Context: an optimization exercise on an open-source flow, tuned for small area, a short achievable clock period and few clock cycles. The choices shown serve that exercise and are no tape-out recipe. The RTL was checked by simulation tests, not by an equivalence proof against the original design.

## flow/design.v (module list and top-level ports; edited modules follow where they fit)
// module bn_sin_eval: 1013 lines
// module bn_cos_eval: 1013 lines
// module bluenumi_led: 135 lines
module bluenumi_led (
    input  wire        clk,
    input  wire        rst,           
    input  wire        cmd_valid,
    output wire        cmd_ready,
    input  wire [63:0] cmd_word,
    input  wire [31:0] cmd_now,       
    output wire        rsp_valid,
    output wire [3:0]  rsp_status,
    output wire [31:0] led_level      
);
  // ...
==> flow/run.sh <==
#!/bin/bash
# synth_recipe.tcl (not shown) runs the flow's synth.tcl, then flattens the netlist and writes it again
# the make line also repeats each setting of config.mk as NAME=value (left out here)
make -C /OpenROAD-flow-scripts/flow DESIGN_CONFIG=/design/flow/config.mk WORK_HOME=/design/flow/orfs CLKGATE_MAP_FILE= SYNTH_SCRIPT=/design/flow/synth_recipe.tcl finish
==> flow/config.mk <==
export PLATFORM = sky130hd
export DESIGN_NAME = bluenumi_led
export DESIGN_NICKNAME = bluenumi_led
export VERILOG_FILES = /design/flow/design.v
export SDC_FILE = /design/flow/constraint.sdc
export NUM_CORES = 4
export LEC_CHECK = 0
export CAP_MARGIN = 20
export CORE_MARGIN = 2
export CORE_UTILIZATION = 25
export PLACE_DENSITY = 0.45
export SLEW_MARGIN = 20
export SYNTH_MEMORY_MAX_BITS = 131072
==> flow/constraint.sdc <==
create_clock -name core_clock -period 30.0 [get_ports {clk}]
set_input_delay 6.0000 -clock core_clock [delete_from_list [all_inputs] [get_ports {clk}]]
set_output_delay 6.0000 -clock core_clock [all_outputs]
set_load 0.01 [all_outputs]
==> impl_metrics.csv, run 1 <==
group,metric,value,unit
outcome,status,"complete, no violations",
yosys,synth_mux_area_frac,0.0519,
timing,min_period,14.66,ns
cts,post-cts-setup-buffers,0,
setup_path,slowest_stage,"nor4_1",
yosys,synth.largest_area_cell,"ha_1",
layout,nMultiInputCombCells,1258,
cts,clkLatencyLatePin,0.31,ns
routing,wl,45.2,mm
cts,postCtsHoldBufs,0,
global_route,grtUsageTotal,0.187,
yosys,synth_top_family_by_area,"compound AO/OA/AOI/OAI gates",
floorplanning,tap_cells,600,
cts,cts-buffers-inserted,5,
layout,mostFrequentLayoutCells,"nand2_1 (140), clkdlybuf4s50_1 (135), a21oi_1 (127), inv_1 (123), o21ai_0 (116)",
setup_path,critPathLaunchType,"input pin",
global_route,grt_max_degree,57,
routing,drt_iter0_drc,1189,
floorplanning,die_x,217,um
yosys,synth_xor_area_frac,0.0423,
setup_path,worst-path-stages,7,
routing,met2_length,21.3,mm
cts,cts_buffer_depth,2,
layout,drive_gt1_frac,0.0633,
layout,fillers,4948,
cts,cts-resized-gates,0,
timing,fin_crit_sh,0.489,
place,dpl-instance-area,13100,sq um
yosys,synthDistinctLibCells,99,
global_route,grt.overflow.total,0,
yosys,synth_top_cell_area_share,0.0892,
layout,largestRegisters,"lvl (32), v_q (9), a_q (3)",
place,preCtsSetupSlack,15.19,ns
cts,clk_pin_slew_worst_paths,0.07,ns
timing,max_freq,0.0682,GHz
setup_path,slowest_delay,0.67,ns
setup_path,cp.required,24.00,ns
setup_path,crit_type,"input pin to output pin",
yosys,synth-edff-count,14,
layout,bufAreaShareNonClock,0.119,
Testbench counts, summed over its fixed seeds: cycles 37,036.
==> module bluenumi_led, before the edit <==
module bluenumi_led (
    input  wire        clk,
    input  wire        rst,           
    input  wire        cmd_valid,
    output wire        cmd_ready,
    input  wire [63:0] cmd_word,
    input  wire [31:0] cmd_now,       
    output wire        rsp_valid,
    output wire [3:0]  rsp_status,
    output wire [31:0] led_level      
);
    localparam [7:0] OP_NOP     = 8'h00;
    localparam [7:0] OP_UPDATE  = 8'h40;
    localparam [7:0] OP_PAUSE   = 8'h41;
    localparam [7:0] OP_RESUME  = 8'h42;
    localparam [7:0] OP_SET_EN  = 8'h43;
    localparam [7:0] OP_SET_PAT = 8'h44;
    reg        led_en;
    reg        led_paused;
    reg        led_pattern;
    reg  [7:0] lvl [0:3];
    reg        busy;         
    reg        phase;        
    reg        upd_q;        
    reg        rnz_q;        
    reg  [2:0] a_q;          
    reg  [8:0] v_q;
    wire [7:0] op     = cmd_word[63:56];
    wire       hi_z   = (cmd_word[55:8] == 48'd0);
    wire       mid_z  = (cmd_word[7:1] == 7'd0);
    wire       b0     = cmd_word[0];
    wire is_nop   = (op == OP_NOP);
    wire is_upd   = (op == OP_UPDATE);
    wire is_pause = (op == OP_PAUSE);
    wire is_res   = (op == OP_RESUME);
    wire is_en    = (op == OP_SET_EN);
    wire is_pat   = (op == OP_SET_PAT);
    wire op_ok = is_nop | is_upd | is_pause | is_res | is_en | is_pat;
    wire rnz   = ((is_nop | is_upd | is_pause | is_res) & ~(hi_z & mid_z & ~b0)) |
                 (is_en & ~(hi_z & mid_z)) |
                 (is_pat & ~hi_z);
    wire bad   = is_pat & ~mid_z;
    wire [3:0] status = ~op_ok ? 4'd1 : rnz ? 4'd2 : bad ? 4'd6 : 4'd0;
    wire       ok     = op_ok & ~rnz & ~bad;
    wire accept   = cmd_valid & ~busy;
    wire live_upd = is_upd & led_en & ~led_paused;
    wire two_cyc  = live_upd | (is_en & ~b0);
    wire last     = busy & (~upd_q | ~led_pattern | phase);
    assign cmd_ready  = ~busy;
    assign rsp_valid  = ~rst & (last | (cmd_valid & ~busy & ~two_cyc));
    assign rsp_status = busy ? {2'b00, rnz_q, 1'b0} : status;
    wire [29:0] A  = cmd_now[31:2];
    wire [6:0]  a0 = A[6:0], a1 = A[13:7], a2 = A[20:14], a3 = A[27:21];
    wire [1:0]  a4 = A[29:28];
    reg  [7:0]  c4;
    always @(*)
        case (a4)
            2'd0:    c4 = 8'd0;
            2'd1:    c4 = 8'd81;
            2'd2:    c4 = 8'd37;
            default: c4 = 8'd118;
        endcase
    wire [13:0] S1 = {7'd0, a0} + {7'd0, a1} + {6'd0, a1, 1'b0} + {7'd0, a2} + {4'd0, a2, 3'b0}
                   + {2'd0, a3, 5'b0} + {5'd0, ~a3, 2'b11} + {7'd0, ~a3} + {6'd0, c4} + 14'd112;
    wire [8:0]  S2 = S1[6:0] + S1[13:7] + {S1[13:7], 1'b0};
    wire [6:0]  m  = (S2 >= 9'd250) ? S2 - 9'd250 : (S2 >= 9'd125) ? S2 - 9'd125 : S2[6:0];
    wire [8:0]  v  = {m, cmd_now[1:0]};
    wire [8:0] w_q = 9'd500 - v_q;
    wire [2:0] dj  = a_q - v_q[4:2];
    wire [2:0] j_q = {dj[2] ^ dj[0], dj[1:0]};
    wire neg0 = j_q[2] ^ (j_q[1:0] != 2'd0);
    wire neg1 = j_q[2] ^ j_q[1];
    wire neg2 = j_q[2] ^ (j_q[1:0] == 2'd3);
    wire neg3 = j_q[2];
    wire s_w = led_pattern ? phase : (j_q[1:0] == 2'd3);
    wire c_w = led_pattern ? phase : (j_q[1:0] == 2'd1);
    wire [7:0] s_q, c_q;
    bn_sin_eval u_sin (.neg(s_w ? neg3 : neg0), .x(s_w ? w_q : v_q), .q(s_q));
    bn_cos_eval u_cos (.neg(c_w ? neg1 : neg2), .x(c_w ? w_q : v_q), .q(c_q));
    wire       eval  = busy & upd_q;
    wire [1:0] r_ch  [0:3];
    wire [7:0] new_ch [0:3];
    wire [3:0] wr_ch;
    genvar k;
    generate
        for (k = 0; k < 4; k = k + 1) begin : g_ch
            wire [1:0] kk = led_pattern ? k : 2'd0;
            assign r_ch[k]   = j_q[1:0] + kk;
            assign new_ch[k] = (r_ch[k][0] ^ r_ch[k][1]) ? c_q : s_q;
            assign wr_ch[k]  = eval & (~led_pattern | (r_ch[k][0] == phase));
            assign led_level[8*k +: 8] = (last & wr_ch[k]) ? new_ch[k] : lvl[k];
        end
    endgenerate
    integer i;
    always @(posedge clk) begin
        if (rst) begin
            led_en      <= 1'b1;
            led_paused  <= 1'b0;
            led_pattern <= 1'b0;
            for (i = 0; i < 4; i = i + 1)
                lvl[i] <= 8'd0;
            busy        <= 1'b0;
            phase       <= 1'b0;
        end else begin
            if (accept) begin
                busy  <= two_cyc;
                phase <= 1'b0;
                upd_q <= live_upd & ok;
                rnz_q <= rnz;
                a_q   <= A[2:0];
                v_q   <= v;
            end else if (busy) begin
                busy  <= ~last;
                phase <= 1'b1;
            end
            if (accept & ok) begin
                if (is_pause)
                    led_paused <= 1'b1;
                if (is_res)
                    led_paused <= 1'b0;
                if (is_en) begin
                    led_en <= b0;
                    if (!b0)
                        for (i = 0; i < 4; i = i + 1)
                            lvl[i] <= 8'd0;
                end
                if (is_pat)
                    led_pattern <= b0;
            end
            for (i = 0; i < 4; i = i + 1)
                if (wr_ch[i])
                    lvl[i] <= new_ch[i];
        end
    end
endmodule
==> run 2, diff against run 1 <==
--- a/flow/design.v
+++ b/flow/design.v
@@ -2050,3 +2050,2 @@
     reg        upd_q;        
-    reg        rnz_q;        
     reg  [2:0] a_q;          
@@ -2072,3 +2071,3 @@
     wire live_upd = is_upd & led_en & ~led_paused;
-    wire two_cyc  = live_upd | (is_en & ~b0);
+    wire two_cyc  = ~rnz & (live_upd | (is_en & ~b0));
     wire last     = busy & (~upd_q | ~led_pattern | phase);
@@ -2076,3 +2075,3 @@
     assign rsp_valid  = ~rst & (last | (cmd_valid & ~busy & ~two_cyc));
-    assign rsp_status = busy ? {2'b00, rnz_q, 1'b0} : status;
+    assign rsp_status = busy ? 4'd0 : status;
     wire [29:0] A  = cmd_now[31:2];
@@ -2100,7 +2099,7 @@
     wire neg3 = j_q[2];
-    wire s_w = led_pattern ? phase : (j_q[1:0] == 2'd3);
-    wire c_w = led_pattern ? phase : (j_q[1:0] == 2'd1);
+    wire xw = led_pattern ? phase : j_q[0];
+    wire [8:0] x = xw ? w_q : v_q;
     wire [7:0] s_q, c_q;
-    bn_sin_eval u_sin (.neg(s_w ? neg3 : neg0), .x(s_w ? w_q : v_q), .q(s_q));
-    bn_cos_eval u_cos (.neg(c_w ? neg1 : neg2), .x(c_w ? w_q : v_q), .q(c_q));
+    bn_sin_eval u_sin (.neg(xw ? neg3 : neg0), .x(x), .q(s_q));
+    bn_cos_eval u_cos (.neg(xw ? neg1 : neg2), .x(x), .q(c_q));
     wire       eval  = busy & upd_q;
@@ -2116,3 +2115,3 @@
             assign wr_ch[k]  = eval & (~led_pattern | (r_ch[k][0] == phase));
-            assign led_level[8*k +: 8] = (last & wr_ch[k]) ? new_ch[k] : lvl[k];
+            assign led_level[8*k +: 8] = wr_ch[k] ? new_ch[k] : lvl[k];
         end
@@ -2134,3 +2133,2 @@
                 upd_q <= live_upd & ok;
-                rnz_q <= rnz;
                 a_q   <= A[2:0];
@@ -2146,8 +2144,4 @@
                     led_paused <= 1'b0;
-                if (is_en) begin
+                if (is_en)
                     led_en <= b0;
-                    if (!b0)
-                        for (i = 0; i < 4; i = i + 1)
-                            lvl[i] <= 8'd0;
-                end
                 if (is_pat)
@@ -2156,4 +2150,3 @@
             for (i = 0; i < 4; i = i + 1)
-                if (wr_ch[i])
-                    lvl[i] <= new_ch[i];
+                lvl[i] <= (accept & ok & is_en & ~b0) ? 8'd0 : led_level[8*i +: 8];
         end
--- a/flow/config.mk
+++ b/flow/config.mk
@@ -7,6 +7,7 @@
 export LEC_CHECK = 0
+export ABC_AREA = 1
 export CAP_MARGIN = 20
 export CORE_MARGIN = 2
-export CORE_UTILIZATION = 25
-export PLACE_DENSITY = 0.45
+export CORE_UTILIZATION = 45
+export PLACE_DENSITY = 0.6
 export SLEW_MARGIN = 20
==> impl_metrics.csv, run 2 <==
group,metric,value,unit
timing,max_freq,0.0688,GHz
setup_path,r2r_cells,18,
yosys,synth_fa_ha_area_frac,0.210,
setup_path,rr_endpoint,"lvl[2][2]",
layout,top_register,"lvl",
layout,drive_gt1_frac,0.0478,
worst_hold_path,min_delay_path_depth,2,
yosys,netlist_top_cells_count,"nand2_1 (441), inv_1 (204), nand3_1 (133), nor2_1 (116), a21oi_1 (108)",
layout,synthToLayoutAreaGrowth,16.9,%
yosys,synth_compound_area_frac,0.144,
setup_path,slowest_stage,"clkdlybuf4s50_1",
routing,drt_iter0_drc,1089,
cts,clkLatencyLatePin,0.31,ns
floorplanning,io_pins,137,
worst_hold_path,min_from,"led_paused",
cts,cts_buffer_depth,2,
floorplanning,die_y,147,um
cts,cts-buffers-inserted,5,
place,preCtsSetupSlack,15.44,ns
setup_path,crit_type,"input pin to output pin",
yosys,syn-mean-instance-area,6.20,sq um
routing,first_pass_iters,5,
yosys,yosysMostFrequentCell,"nand2_1",
global_route,grt.overflow.total,0,
timing,max-slew-margin-rel,0.407,
yosys,synth_xor_area_frac,0.0310,
cts,cts-resized-gates,0,
cts,cts_tree,"yes",
worst_hold_path,holdCritPathClass,"flip-flop to flip-flop",
setup_path,crit_chain,"clkdlybuf4s50_1, nor2_1, nand3_1, nor3_1, nand3_1, o21ai_1, nor2_1, inv_1, nand2_1, nand2_1, a21oi_1, a2bb2oi_1, nor2_1, clkdlybuf4s50_1",
timing,rsz0062_at_grt,"no",
cts,numClockSinks,50,
layout,n_antenna_cell,0,
routing,viasPerCell,5.66,
yosys,async_flop_share,0,
timing,fin_ws,15.47,ns
routing,wl,36.0,mm
place,io_buffers,135,
routing,vias,10529,
global_route,grt_max_degree,54,
yosys,synthSimpleGateAreaFrac,0.367,
routing,postRouteAntennaNets,0,
yosys,synth-seq-cells,50,
place,hpwlAfterDp,28.4,mm
yosys,ys_seq_area_frac,0.123,
timing,setup_viol,0,
timing,fin_worst_skew,0.0103,ns
yosys,synthDistinctLibCells,55,
setup_path,critPathLaunchType,"input pin",
floorplanning,core-area,20200,sq um
setup_path,slowest_delay,0.57,ns
yosys,synth_mux_area_frac,0,
yosys,synthFlopType,"dfxtp_1",
setup_path,r2r_start,"v_q[2]",
timing,hold_violations,0,
place,gp_congestion,1.01,
job,maxCapViolCount,0,
setup_path,worstPathMaxFanout,5,
timing,fin_crit_sh,0.484,
cts,post-cts-setup-buffers,0,
global_route,grt_first_pass_wirelength,56.5,mm
setup_path,r2r_slack,25.21,ns
routing,drc,0,
worst_hold_path,min_to,"led_paused",
yosys,synth_top_cell_area_share,0.180,
timing,fin_tns_setup,0,ns
setup_path,cp.required,24.00,ns
timing,slew_viol_final,0,
routing,wl_per_cell,19.4,um
yosys,synth_top_cells_by_area,"nand2_1 (18%), fa_1 (11%), ha_1 (10%)",
floorplanning,num_rows,52,
yosys,synth.largest_area_cell,"nand2_1",
yosys,synth.cell_area,9210,sq um
setup_path,crit_family,"simple AND/OR/NAND/NOR gates",
setup_path,critPathArrivalTime,8.53,ns
yosys,yosysWarnings,4,
setup_path,path_buf_inv,3,
layout,final_nets,1812,
cts,cts_root_buf,"clkbuf_16",
yosys,synth-edff-count,13,
layout,mostFrequentLayoutCells,"nand2_1 (441), inv_1 (204), clkdlybuf4s50_1 (135), nand3_1 (133), nor2_1 (116)",
yosys,synth_top_family_by_area,"simple AND/OR/NAND/NOR gates",
setup_path,cp_common_cell,"nor2_1",
floorplanning,initial_core_util,0.457,
cts,clk_pin_slew_worst_paths,0.07,ns
layout,largestRegisters,"lvl (32), v_q (9), a_q (3)",
timing,min_period,14.53,ns
setup_path,endpoint_kind,"output pin",
cts,cts-htree-levels,2,
global_route,antenna_found_initial,0,
floorplanning,fp.dieArea,21600,sq um
layout,largest_reg_flops,32,
yosys,netlist_instances,1486,
timing,tightest_slew,0.888,ns
layout,final_common_cell,"nand2_1",
global_route,grtUsageTotal,0.334,
floorplanning,die_x,147,um
global_route,first_global_vias,10290,
outcome,status,"complete, no violations",
yosys,synth_nets,1710,
cts,postCtsHoldBufs,0,
run 2: logic make-up (layout without fill, tap and decap cells):
group	after synthesis	in the layout
and+or+nand+nor	778	778
buffers and inverters	264	367
AOI/OAI and AO/OA	238	238
adders and majority gates	125	125
DFF	50	50
xor gates and xnor gates	30	30
other	1	1
run 2: worst max path at each step:
stage          cells past startpoint    startpoint  slack [ns]        end
2_1_floorplan                     12  cmd_word[61]       16.74  rsp_valid
3_3_place_gp                      14  cmd_word[60]       15.49  rsp_valid
3_5_place_dp                      14  cmd_word[60]       15.44  rsp_valid
4_1_cts                           14  cmd_word[60]       15.44  rsp_valid
5_1_grt                           14  cmd_word[60]       15.28  rsp_valid
6_report                          14  cmd_word[60]       15.47  rsp_valid
run 2: metrics by stage:
stage,util,instance area (sq um),instances,hold WS (ns)
after global placement,0.526,10600,1851,0.458
after floorplan,-,9210,1486,0.433
after global routing,0.534,10800,1859,0.490
after detailed placement,0.526,10600,1851,0.460
after CTS,0.534,10800,1859,0.471
final,0.534,10800,1859,0.472
run 2: worst reg2reg max path: stages, from the launching register on:
cell	delay (ns)
edfxtp_1	0.53
ha_1	0.41
nand2_2	0.14
nand2_4	0.12
inv_4	0.20
nand3_2	0.37
nand2_2	0.77
inv_1	0.37
ha_1	0.35
inv_1	0.18
a21oi_1	0.16
a21oi_1	0.29
nand2_1	0.09
nand2_1	0.07
nand2_1	0.08
o21ai_2	0.22
nand3_1	0.11
nand3_1	0.14
a21oi_1	0.08
run 2: layout make-up:
type | count | area, sq um
clock buffers | 5 | 125
clock inverters | 3 | 28.8
fillers | 2112 | 9400
inverters | 219 | 827
multi-input cells | 1172 | 6930
flip-flops and latches | 50 | 1130
well taps | 270 | 338
repair buffers | 140 | 1390
run 2: per-layer routing:
metal	track usage	share of wire	vias up
li1	-	-	4995
met1	0.427	0.40	4753
met2	0.541	0.45	637
met3	0.0649	0.098	144
met4	0.168	0.052	0
met5	0	0	-
Testbench counts of run 2, summed over its fixed seeds: cycles 37,036.
==> run 3, diff against run 2 <==
==> flow/flow/run.sh (new file) <==
#!/bin/bash
# The standard layout (standard.sh), with one change: the buffers that
# buffer_ports puts on every input and output port are sky130_fd_sc_hd__buf_1
# cells instead of the tool's default pick (clkdlybuf4s50_1, a delay cell).
# ORFS's own logs go to orfs/logs; make's output goes to standard.log.
set -euo pipefail
bash standard.sh 'BUFFER_PORTS_ARGS=-buffer_cell sky130_fd_sc_hd__buf_1' finish > standard.log 2>&1
==> flow/standard.sh (new file) <==
#!/bin/bash
# synth_recipe.tcl (not shown) runs the flow's synth.tcl, then flattens the netlist and writes it again
# the make line also repeats each setting of config.mk as NAME=value (left out here)
make -C /OpenROAD-flow-scripts/flow DESIGN_CONFIG=/design/flow/config.mk WORK_HOME=/design/flow/orfs CLKGATE_MAP_FILE= SYNTH_SCRIPT=/design/flow/synth_recipe.tcl "${@:-finish}"
removed: flow/run.sh
==> impl_metrics.csv, run 3 <==
group,metric,value,unit
outcome,status,"complete, no violations",
timing,hold_violations,0,
global_route,grt_first_pass_wirelength,55.5,mm
place,gp_congestion,1.02,
layout,finish.utilization,0.492,
floorplanning,io_pins,137,
layout,largestRegisters,"lvl (32), v_q (9), a_q (3)",
layout,multi_input_area,6930,sq um
routing,drt_iter0_drc,1179,
layout,seq_area,1130,sq um
setup_path,slowest_stage,"nor3_1",
floorplanning,die_x,147,um
layout,drive_gt1_frac,0.0466,
layout,synthToLayoutAreaGrowth,7.75,%
yosys,synth.cell_area,9210,sq um
cts,cts-buffers-inserted,5,
timing,fin_crit_sh,0.460,
routing,wl,35.7,mm
yosys,synthFlopType,"dfxtp_1",
global_route,grtUsageTotal,0.327,
timing,max-slew-margin-rel,0.381,
cts,cts_tree,"yes",
global_route,grt_max_degree,54,
yosys,synth.largest_area_cell,"nand2_1",
setup_path,path_buf_inv,3,
yosys,netlist_top_cells_count,"nand2_1 (441), inv_1 (204), nand3_1 (133), nor2_1 (116), a21oi_1 (108)",
yosys,synthDistinctLibCells,55,
routing,first_pass_iters,6,
layout,final_common_cell,"nand2_1",
routing,wl_per_cell,19.2,um
setup_path,cp_common_cell,"nor2_1",
setup_path,crit_chain,"buf_1, nor2_1, nand3_1, nor3_1, nand3_1, o21ai_1, nor2_1, inv_1, nand2_1, nand2_1, a21oi_1, a2bb2oi_1, nor2_1, buf_1",
floorplanning,die_y,147,um
setup_path,slowest_delay,0.26,ns
setup_path,crit_type,"input pin to output pin",
layout,fillers,2208,
timing,rsz0062_at_grt,"no",
layout,final_nets,1810,
cts,cts_buffer_depth,2,
timing,min_period,13.80,ns
routing,vias,10471,
setup_path,worstPathMaxFanout,5,
global_route,antenna_found_initial,2,
global_route,use_met3,0.0500,
global_route,grt_util_met2,0.530,
layout,mostFrequentLayoutCells,"nand2_1 (441), inv_1 (204), buf_1 (135), nand3_1 (133), nor2_1 (116)",
floorplanning,fp.dieArea,21600,sq um
setup_path,critPathArrivalTime,7.80,ns
global_route,grt.overflow.total,0,
timing,fin_worst_skew,0.0169,ns
yosys,synth-seq-cells,50,
place,hpwlAfterDp,28.0,mm
routing,drc,0,
job,maxCapViolCount,0,
layout,largest_reg_flops,32,
floorplanning,initial_core_util,0.457,
timing,tightest_slew,0.927,ns
global_route,first_global_vias,10099,
yosys,synth_nets,1710,
worst_hold_path,holdCritPathClass,"flip-flop to flip-flop",
timing,fin_tns_setup,0,ns
cts,cts-htree-levels,2,
yosys,netlist_instances,1486,
floorplanning,num_rows,52,
cts,clk_pin_slew_worst_paths,0.07,ns
setup_path,crit_family,"simple AND/OR/NAND/NOR gates",
yosys,yosysWarnings,4,
setup_path,critPathLaunchType,"input pin",
floorplanning,core-area,20200,sq um
timing,setup_viol,0,
yosys,async_flop_share,0,
timing,max_freq,0.0725,GHz
cts,numClockSinks,50,
cts,cts-resized-gates,0,
global_route,busiest_layer,"met2",
cts,postCtsHoldBufs,0,
yosys,yosysMostFrequentCell,"nand2_1",
timing,slew_viol_final,0,
routing,viasPerCell,5.63,
cts,post-cts-setup-buffers,0,
yosys,ys_seq_area_frac,0.123,
yosys,syn-mean-instance-area,6.20,sq um
global_route,met1_usage,0.427,
setup_path,endpoint_kind,"output pin",
yosys,synth-edff-count,13,
cts,cts_root_buf,"clkbuf_16",
cts,clkLatencyLatePin,0.32,ns
setup_path,cp.required,24.00,ns
place,io_buffers,135,
layout,top_register,"lvl",
yosys,synth_top_cell_area_share,0.180,
yosys,synth_top_cells_by_area,"nand2_1 (18%), fa_1 (11%), ha_1 (10%)",
routing,postRouteAntennaNets,0,
==> run 3: metal layers <==
metal / up-vias / wire, um / share of wire
li1: 4984 / - / -
met5: - / 0 / 0
met1: 4776 / 14700 / 0.41
met2: 591 / 15900 / 0.45
met3: 120 / 3230 / 0.090
met4: 0 / 1780 / 0.050
==> run 3: cell families after synthesis <==
kind of cell / count (synthesis) / synth area share
AOI/OAI and AO/OA: 238 / 0.144
DFF: 50 / 0.123
xor gates and xnor gates: 30 / 0.0310
buffers and inverters: 264 / 0.125
other: 1 / 0.000407
adders and majority gates: 125 / 0.210
and+or+nand+nor: 778 / 0.367
==> run 3: metrics by stage <==
stage                     hold WS (ns)  instances  instance area, sq um  setup slack, ns
final                            0.474       1860                  9930            16.20
after detailed placement         0.463       1849                  9750            16.19
after global routing             0.495       1860                  9930            15.95
after CTS                        0.476       1857                  9920            16.19
after global placement           0.458       1849                  9750            16.23
after floorplan                  0.433       1486                  9210            16.74
==> run 3: path summary, 6_finish.rpt <==
| check | endpoint | cells after the start | slack, ns | start |
|---|---|---|---|---|
| worst max-delay path | rsp_valid | 14 | 16.20 | cmd_word[60] |
| worst min-delay path | lvl[2][2] | 2 | 0.47 | lvl[2][2] |
| worst max register to register | lvl[2][0] | 22 | 25.12 | v_q[2] |
| worst min register to register | lvl[2][2] | 2 | 0.47 | lvl[2][2] |
==> run 3: worst reg2reg max path: stages, from the launching register on <==
cell and delay [ns]:
edfxtp_1 0.55, ha_1 0.42, nand2_2 0.15, nand2_4 0.13
inv_4 0.20, nand3_2 0.36, nand2_2 0.78, inv_1 0.37
ha_1 0.36, inv_1 0.20, nand2_1 0.08, nand2_1 0.06
o21ai_0 0.08, nor2_1 0.09, nand2_1 0.06, nand2_1 0.07
nand2_1 0.08, nand2_1 0.06, nand2_1 0.06, nor2_2 0.26
nand3_1 0.11, nand2_1 0.15, a21oi_1 0.08
==> run 3: layout make-up <==
cell class                      instances  share of cell area
Tap cell                              270              0.0340
Sequential cell                        50               0.114
Clock inverter                          2             0.00176
Timing Repair Buffer                  138              0.0533
Multi-Input combinational cell       1172               0.698
Inverter                              219              0.0833
Antenna cell                            3            0.000756
Clock buffer                            6              0.0151

## separate check: timing with driven ports
The results above use ideal ports. As a check the final layouts listed here were re-extracted and re-timed, cells and wires unchanged.
Step 1 sets driving cells, clkbuf_16 on the clock port and buf_2 on the other inputs (assumed; they add their load-dependent delay and slew).
Step 2 also shifts input and output timing later by t, the mid clock arrival at the registers, as if the neighbouring blocks saw the same clock.
Three values: no drivers, after step 1, after step 2; two values: the first two.
run | t (ns) | setup slack, ns | clock arrival spread, ns
run 1 | 0.344 | 15.342 / 15.321 / 15.321 | 0.011 / 0.011
run 2 | 0.342 | 15.469 / 15.446 / 15.446 | 0.010 / 0.010
run 3 | 0.350 | 16.203 / 16.181 / 16.181 | 0.017 / 0.017
After both steps setup and hold are still met in every run listed. For run 2, which loses most, drivers alone change the setup slack by -0.023 ns; drivers and shift together by -0.023 ns.
